This design comes from an exercise in tuning for small area on the open sky130 flow, not from production work. In this exercise RTL edits were held to simulation tests only and were not proved equivalent to the original. Power and IR drop assume default switching activity.

`design.v`:
```
module hdspbus (
    input  wire        clk,
    input  wire        rst,         
    input  wire        cmd_valid,
    output wire        cmd_ready,
    input  wire [31:0] cmd,
    output wire [15:0] status,
    output reg  [7:0]  a_out,
    output reg  [7:0]  d_out,
    output reg         d_oe,
    input  wire [7:0]  d_in,
    output reg  [7:0]  ce_n,
    output reg         wr_n,
    output reg         rd_n
);
    reg        errseen;
    reg  [2:0] lasterr;
    reg        tr;
    reg  [7:0] rdata;
    reg  [2:0] br;
    reg        fe, be, cl;
    reg  [7:0] streq;
    reg  [63:0] fmap;
    reg        busy;
    reg  [4:0] c;         
    reg        rd;        
    reg        test;      
    reg        all;       
    reg        flash;     
    reg        permod;    
    reg  [2:0] mod;       
    assign cmd_ready = ~busy;
    assign status    = {rdata, 2'b00, tr, lasterr, errseen, busy};
    wire [3:0] op = cmd[31:28];
    wire [3:0] sp = cmd[27:24];
    wire [7:0] ts = cmd[23:16];
    wire sp_z    = (sp == 4'd0);
    wire ts_one  = (ts[7:3] == 5'd0);
    wire ts_all  = (ts == 8'hFF);
    wire ad_hi_z = (cmd[15:11] == 5'd0);
    wire op_wrreg  = (op == 4'h1);
    wire op_rdreg  = (op == 4'h2);
    wire op_wrlog  = (op == 4'h3);
    wire op_wrpos  = (op == 4'h4);
    wire op_set    = (op[3:2] == 2'b01 && op[1:0] != 2'b00) || (op == 4'h8);
    wire op_self   = (op == 4'h9);
    wire op_rdtest = (op == 4'hA);
    wire op_ldfmap = (op == 4'hB);
    wire op_flash  = (op == 4'hC);
    reg illegal;
    always @(*) begin
        case (op)
            4'h1:    illegal = !sp_z;
            4'h2:    illegal = !sp_z || (cmd[7:0] != 8'd0);
            4'h3:    illegal = (sp > 4'd4);
            4'h4:    illegal = (sp != 4'd3) && (sp != 4'd4);
            4'h5:    illegal = (cmd[27:3] != 25'd0);
            4'h6,
            4'h7,
            4'h8:    illegal = (cmd[27:1] != 27'd0);
            4'h9:    illegal = !sp_z || (cmd[15:1] != 15'd0);
            4'hA:    illegal = !sp_z || (cmd[15:0] != 16'd0);
            4'hB:    illegal = !sp_z;
            4'hC:    illegal = (cmd[27:0] != 28'd0);
            default: illegal = 1'b1;
        endcase
    end
    reg index_ok;
    always @(*) begin
        case (sp[2:0])
            3'd0, 3'd2: index_ok = ad_hi_z && (cmd[10:8] == 3'd0);
            3'd1:       index_ok = ad_hi_z && (cmd[10:8] != 3'd7);
            default:    index_ok = ad_hi_z;
        endcase
    end
    reg [2:0] err;
    always @(*) begin
        err = 3'd0;
        if (illegal)
            err = 3'd1;
        else if ((op_wrreg || op_wrlog) && !(ts_one || ts_all))
            err = 3'd2;
        else if ((op_rdreg || op_self || op_rdtest) && !ts_one)
            err = 3'd2;
        else if (op_wrpos && (cmd[23:14] != 10'd0))
            err = 3'd3;
        else if (op_wrlog && !index_ok)
            err = 3'd4;
        else if (op_ldfmap && (cmd[23:11] != 13'd0))
            err = 3'd4;
    end
    wire ok     = (err == 3'd0);
    wire accept = cmd_valid && !busy;
    wire go     = accept && ok && !op_ldfmap;    
    wire uniform = (streq == 8'h00) || (streq == 8'hFF);
    wire [2:0] n_br = (op == 4'h5) ? cmd[2:0] : br;
    wire       n_fe = (op == 4'h6) ? cmd[0]   : fe;
    wire       n_be = (op == 4'h7) ? cmd[0]   : be;
    wire       n_cl = (op == 4'h8) ? cmd[0]   : cl;
    reg [7:0] acc_addr;
    reg [7:0] acc_data;
    always @(*) begin
        acc_data = cmd[7:0];
        if (op_wrreg || op_rdreg)
            acc_addr = cmd[15:8];
        else if (op_wrlog || op_wrpos)
            acc_addr = {2'b00, ~sp[2], sp[1], sp[0], cmd[10:8]};
        else if (op_flash)
            acc_addr = 8'h00;
        else
            acc_addr = 8'h30;
        if (op_set)
            acc_data = {n_cl, streq[0], 1'b0, n_be, n_fe, n_br};
        else if (op_self)
            acc_data = {cl, cmd[0], 1'b0, be, fe, br};
        else if (op_flash)
            acc_data = {7'd0, fmap[63]};
    end
    wire acc_rd = op_rdreg || op_rdtest;
    wire [4:0] k = c + 5'd1;
    wire w_ce_on  = !rd && (k == 5'd1);
    wire w_wr_lo  = !rd && (k == 5'd2);
    wire w_wr_hi  = !rd && (k == 5'd12);
    wire w_ce_off = !rd && (k == 5'd13);
    wire w_end    = !rd && (k == 5'd14);
    wire r_oe_lo  =  rd && (k == 5'd1);
    wire r_ce_on  =  rd && (k == 5'd3);
    wire r_rd_lo  =  rd && (k == 5'd4);
    wire r_sample =  rd && (k == 5'd12);
    wire r_rd_hi  =  rd && (k == 5'd13);
    wire r_ce_off =  rd && (k == 5'd14);
    wire r_oe_hi  =  rd && (k == 5'd16);
    wire r_end    =  rd && (k == 5'd17);
    wire [2:0] col1  = a_out[2:0] + 3'd1;
    wire       more  = (flash && (a_out[2:0] != 3'd7)) ||
                       ((flash || permod) && (mod != 3'd0));
    wire       adv   = w_ce_off && (permod || (flash && a_out[2:0] == 3'd7));
    wire       fbit  = fmap[~{mod, col1}];
    reg [7:0] mask;
    always @(*) begin
        mask = 8'd0;
        mask[mod] = 1'b1;
        if (all) mask = 8'hFF;
    end
    always @(posedge clk) begin
        if (rst) begin
            errseen <= 1'b0;
            lasterr <= 3'd0;
            tr      <= 1'b0;
            rdata   <= 8'h00;
            br      <= 3'd0;
            fe      <= 1'b0;
            be      <= 1'b0;
            cl      <= 1'b0;
            streq   <= 8'h00;
            a_out   <= 8'h00;
            d_out   <= 8'h00;
            d_oe    <= 1'b1;
            ce_n    <= 8'hFF;
            wr_n    <= 1'b1;
            rd_n    <= 1'b1;
            busy    <= 1'b0;
        end else if (!busy) begin
            if (cmd_valid) begin
                lasterr <= err;
                if (!ok)
                    errseen <= 1'b1;
                if (ok) begin
                    br <= n_br;
                    fe <= n_fe;
                    be <= n_be;
                    cl <= n_cl;
                    if (op_self)
                        streq[ts[2:0]] <= cmd[0];
                end
                if (go) begin
                    busy  <= 1'b1;
                    a_out <= acc_addr;
                    if (!acc_rd)
                        d_out <= acc_data;
                end
            end
        end else begin
            if (w_ce_on || r_ce_on)   ce_n <= ~mask;
            if (w_ce_off || r_ce_off) ce_n <= 8'hFF;
            if (w_wr_lo)              wr_n <= 1'b0;
            if (w_wr_hi)              wr_n <= 1'b1;
            if (r_rd_lo)              rd_n <= 1'b0;
            if (r_rd_hi)              rd_n <= 1'b1;
            if (r_oe_lo)              d_oe <= 1'b0;
            if (r_oe_hi)              d_oe <= 1'b1;
            if (r_sample) begin
                rdata <= d_in;
                if (test) tr <= d_in[5];
            end
            if (w_end || r_end) begin
                if (more) begin
                    if (flash) begin
                        a_out[2:0] <= col1;
                        d_out[0]   <= fbit;
                    end else begin
                        d_out[6]   <= streq[mod];
                    end
                end else begin
                    busy <= 1'b0;
                end
            end
        end
    end
    wire [7:0] fm_d = rst ? 8'h00 : cmd[7:0];
    wire       fm_ld = accept && ok && op_ldfmap;
    genvar gk;
    generate
        for (gk = 0; gk < 8; gk = gk + 1) begin : g_fm
            wire fm_en = rst || (fm_ld && cmd[10:8] == gk);
            always @(posedge clk)
                if (fm_en) fmap[gk*8 +: 8] <= fm_d;
        end
    endgenerate
    always @(posedge clk) begin
        if (!busy) begin
            c      <= 5'd0;
            rd     <= acc_rd;
            test   <= op_rdtest;
            all    <= ((op_wrreg || op_wrlog) && ts_all) || (op_set && uniform);
            flash  <= op_flash;
            permod <= op_set && !uniform;
            mod    <= op_wrpos ? cmd[13:11] : ((op_set || op_flash) ? 3'd0 : ts[2:0]);
        end else begin
            c <= (w_end || r_end) ? 5'd0 : k;
            if (adv)
                mod <= mod + 3'd1;
        end
    end
endmodule
```
`run.sh`:
```
#!/bin/bash
# synth_recipe.tcl (not shown) runs the flow's synth.tcl, then flattens the netlist and writes it again
# the make line also repeats each setting of config.mk as NAME=value (left out here)
make -C /OpenROAD-flow-scripts/flow DESIGN_CONFIG=/design/flow/config.mk WORK_HOME=/design/flow/orfs CLKGATE_MAP_FILE= SYNTH_SCRIPT=/design/flow/synth_recipe.tcl finish
```
`config.mk`:
```
export PLATFORM = sky130hd
export DESIGN_NAME = hdspbus
export DESIGN_NICKNAME = hdspbus
export VERILOG_FILES = /design/flow/design.v
export SDC_FILE = /design/flow/constraint.sdc
export NUM_CORES = 4
export LEC_CHECK = 0
export CAP_MARGIN = 20
export CORE_MARGIN = 2
export CORE_UTILIZATION = 40
export PLACE_DENSITY = 0.6
export SLEW_MARGIN = 20
```
`constraint.sdc`:
```
create_clock -name core_clock -period 10.0 [get_ports {clk}]
set_input_delay 2.0000 -clock core_clock [delete_from_list [all_inputs] [get_ports {clk}]]
set_output_delay 2.0000 -clock core_clock [all_outputs]
set_load 0.01 [all_outputs]
```
==> results.json <==
{
  "max_freq_ghz": 0.171,
  "root_buffer": "clkbuf_16",
  "cts_tree": "done",
  "crit_path_start": "cmd[17]",
  "rsz0062_at_grt": "no",
  "drcViolationCount": 0,
  "p_int_w": 0.00102,
  "synth.distinct_cells": 78,
  "use_met2_pct": 36.5,
  "multi_input_area_sq_mm": 0.00335,
  "use_met3_pct": 4.21,
  "synth_area_leader_cell": "edfxtp_1",
  "cp.arrival_ns": 5.87,
  "setup_viol": 0,
  "start_util_pct": 40.6,
  "grt_pass1_vias": 5547,
  "firstDrtPassIters": 5,
  "grt_use_total_pct": 22.5,
  "synth_flop_cell": "edfxtp_1",
  "hold_path_depth": 2,
  "p_leak_nw": 3.00,
  "use_met1_pct": 30.5,
  "power_frac_seq_pct": 44.3,
  "routed_wl_mm": 20.3,
  "cts_max_level": 4,
  "dp.cells": 936,
  "die_area_sq_mm": 0.0185,
  "cts_hold_buf": 0,
  "worstHoldStart": "d_out[3]",
  "busiest_layer": "met2",
  "final_cell_mix": "83 x clkdlybuf4s50_1, 72 x edfxtp_1, 61 x nand2_1, 60 x dfxtp_1, 53 x nor2_1",
  "clock_path_buffers": 2,
  "antenna_cells": 0,
  "core-area_sq_mm": 0.0172,
  "ir_drop_uv": 119,
  "p_switching_w": 0.000377,
  "numPortBuffers": 84,
  "place_hpwl_mm": 14.6,
  "synth_edf_count": 72,
  "synth_top_area_share_pct": 31.0,
  "cts_sinks": 132,
  "p_comb_share_pct": 11.6,
  "tns_ns": 0,
  "die_h_microns": 136,
  "drv_slew": 0,
  "dieWidth_microns": 136,
  "ys_seq_elements": 132,
  "syn_area_sq_mm": 0.00698,
  "finalClockSkew_ns": 0.00840,
  "cts.repair.resized": 0,
  "drive_above_1_share_pct": 11.0,
  "num_vias": 5661,
  "endpoint_kind": "register",
  "start_kind": "input port",
  "worst-path-max-fanout": 10,
  "wl_per_cell_microns": 20.9,
  "post-route-period-util_pct": 58.3,
  "insertion_delay_ns": 0.42,
  "avgSynthCellArea_sq_um": 10.5,
  "clkPwrFrac_pct": 44.1,
  "hp-class": "reg2reg",
  "required_ns": 10.04,
  "netlist_top_cells_area": "edfxtp_1 31%, dfxtp_1 17%, mux4_2 6.5%",
  "gr-total-overflow": 0,
  "r2r.worst_path.cells": 7,
  "layout.area.seq_sq_mm": 0.00336,
  "instances_no_fill": 969,
  "async_flop_share_pct": 0,
  "numCtsBuffers": 17,
  "outcome": "complete, no violations",
  "syn2layout_area_growth_pct": 22.6,
  "yosysSeqAreaShare_pct": 48.2,
  "ys.warnings.count": 1,
  "finalHoldViolations": 0,
  "worstReg2RegStart": "busy",
  "drtIter0Drc": 538,
  "fillers": 1593,
  "grt_max_degree": 49,
  "cts_setup_buffers": 0,
  "cap_violations": 0,
  "slew_headroom_pct": 28.0,
  "nNetsFinal": 792,
  "powerDensity_mw_per_mm2": 164,
  "gp_congestion": 0.907,
  "antenna_found_initial": 0,
  "avgViaCountPerCell": 5.84,
  "ios": 87,
  "rows": 48,
  "clk_pin_slew_ns": 0.06,
  "fin_crit_ns": 5.83,
  "grt_pass1_wl_mm": 31.2,
  "worstSetupPathType": "in2reg",
  "drtAntennaViolNets": 0,
  "final_common_cell": "clkdlybuf4s50_1",
  "switching_share_pct": 26.9,
  "netlist_instances": 662,
  "worst_pin_slew_ns": 1.07
}
-- layout make-up --
type,instances,share of cell area (%)
Clock inverter,15,1.96
Sequential cell,132,39.3
Inverter,21,0.921
Timing Repair Buffer,92,10.4
Tap cell,225,3.29
Clock buffer,17,4.97
Multi-Input combinational cell,467,39.1
-- metrics by stage --
stage                     hold slack, ns  power, W  cell area [sq um]  util, %  setup slack [ns]
after floorplan                    0.435  0.000723               6990        -              5.00
after global placement             0.443  0.000789               7960     46.3              3.96
after detailed placement           0.445  0.000793               7960     46.3              3.76
after CTS                          0.453   0.00141               8550     49.8              4.21
after global routing               0.485   0.00146               8560     49.8              3.91
final                              0.452   0.00140               8560     49.8              4.17
-- flip-flops by register name, indices dropped and copies added, names as in the netlist, 3 cells and up --
| signal | cells |
|---|---|
| d_out | 8 |
| mod | 3 |
| lasterr | 3 |
| a_out | 8 |
| c | 5 |
| streq | 8 |
| ce_n | 8 |
| fmap | 64 |
| br | 3 |
| rdata | 8 |
-- power groups by stage --
| stage | logic [W] | clock network [W] | registers (W) |
|---|---|---|---|
| 2_1_floorplan | 0.0000993 | 0 | 0.000624 |
| 3_3_place_gp | 0.000159 | 0 | 0.000630 |
| 4_1_cts | 0.000161 | 0.000627 | 0.000621 |
| 3_5_place_dp | 0.000160 | 0 | 0.000633 |
| 5_1_grt | 0.000177 | 0.000655 | 0.000624 |
| 6_report | 0.000163 | 0.000618 | 0.000621 |
-- cells by family after synthesis --
family,after synthesis,share of synthesized area (%)
AND/OR/NAND/NOR,249,19.1
AO/OA/AOI/OAI,145,14.2
flip-flops,132,48.2
buffers and inverters,64,3.94
multiplexers,47,10.5
adder cells (fa/ha/maj),18,3.23
XOR/XNOR,6,0.753
other,1,0.0537
-- critical path, cell delays in order --
cell and delay (ns):
clkdlybuf4s50_1 0.57, inv_1 0.20, ha_1 0.32, or4b_1 0.48
a211oi_1 0.25, and4bb_2 0.29, nand4b_1 0.27, nor3_4 0.43
nand3_1 0.18, o21ai_0 0.88
-- Yosys cell counts, types with 7 or more instances --
cell type and n:
mux4_2 20, nand2_1 61, nor2_1 53, nor2b_1 25
a21oi_1 37, o211ai_1 10, o2bb2ai_1 8, o21ai_0 21
nor4_1 7, edfxtp_1 72, nor3_1 12, ha_1 18
inv_1 20, nand4_1 15, nand2b_1 10, dfxtp_1 60
mux2i_1 23, clkbuf_1 26, nand3_1 22, a31oi_1 9
-- final timing paths --
path               to  slack (ns)
max reg2reg  a_out[3]        6.80
min          d_out[3]        0.45
max          fmap[61]        4.17
min reg2reg  d_out[3]        0.45
-- routing by layer --
| layer | routed length (microns) | share of wire (%) |
|---|---|---|
| met1 | 9030 | 44 |
| met2 | 9860 | 49 |
| met3 | 1130 | 5.5 |
| met4 | 286 | 1.4 |
| met5 | 0 | 0 |

==> port drivers added, routing unchanged <==
Ports are ideal in the flow. The routed layout listed here was re-timed in OpenROAD.
Step 1 sets driving cells, clkbuf_16 on the clock port and buf_2 on the other inputs (assumed; they add their load-dependent delay and slew).
Step 2 moves the port delays by t, midway between the first and last clock arrival at a register: inputs arrive t later, outputs are due t later. That takes back most of the time a late clock gives input paths.
a / b / c = ideal ports / drivers / drivers and shift; a / b = the first two.
t (ns): 0.459
slack for setup (ns): 4.168 / 4.189 / 3.731
worst hold slack (ns): 0.452 / 0.452 / 0.452
worst register clock-pin slew, ns: 0.06 / 0.06
cell pins on the clock port's net: 1
After both steps this run still meets setup and hold. For this run, drivers alone change the setup slack by +0.021 ns; drivers and shift together by -0.437 ns.
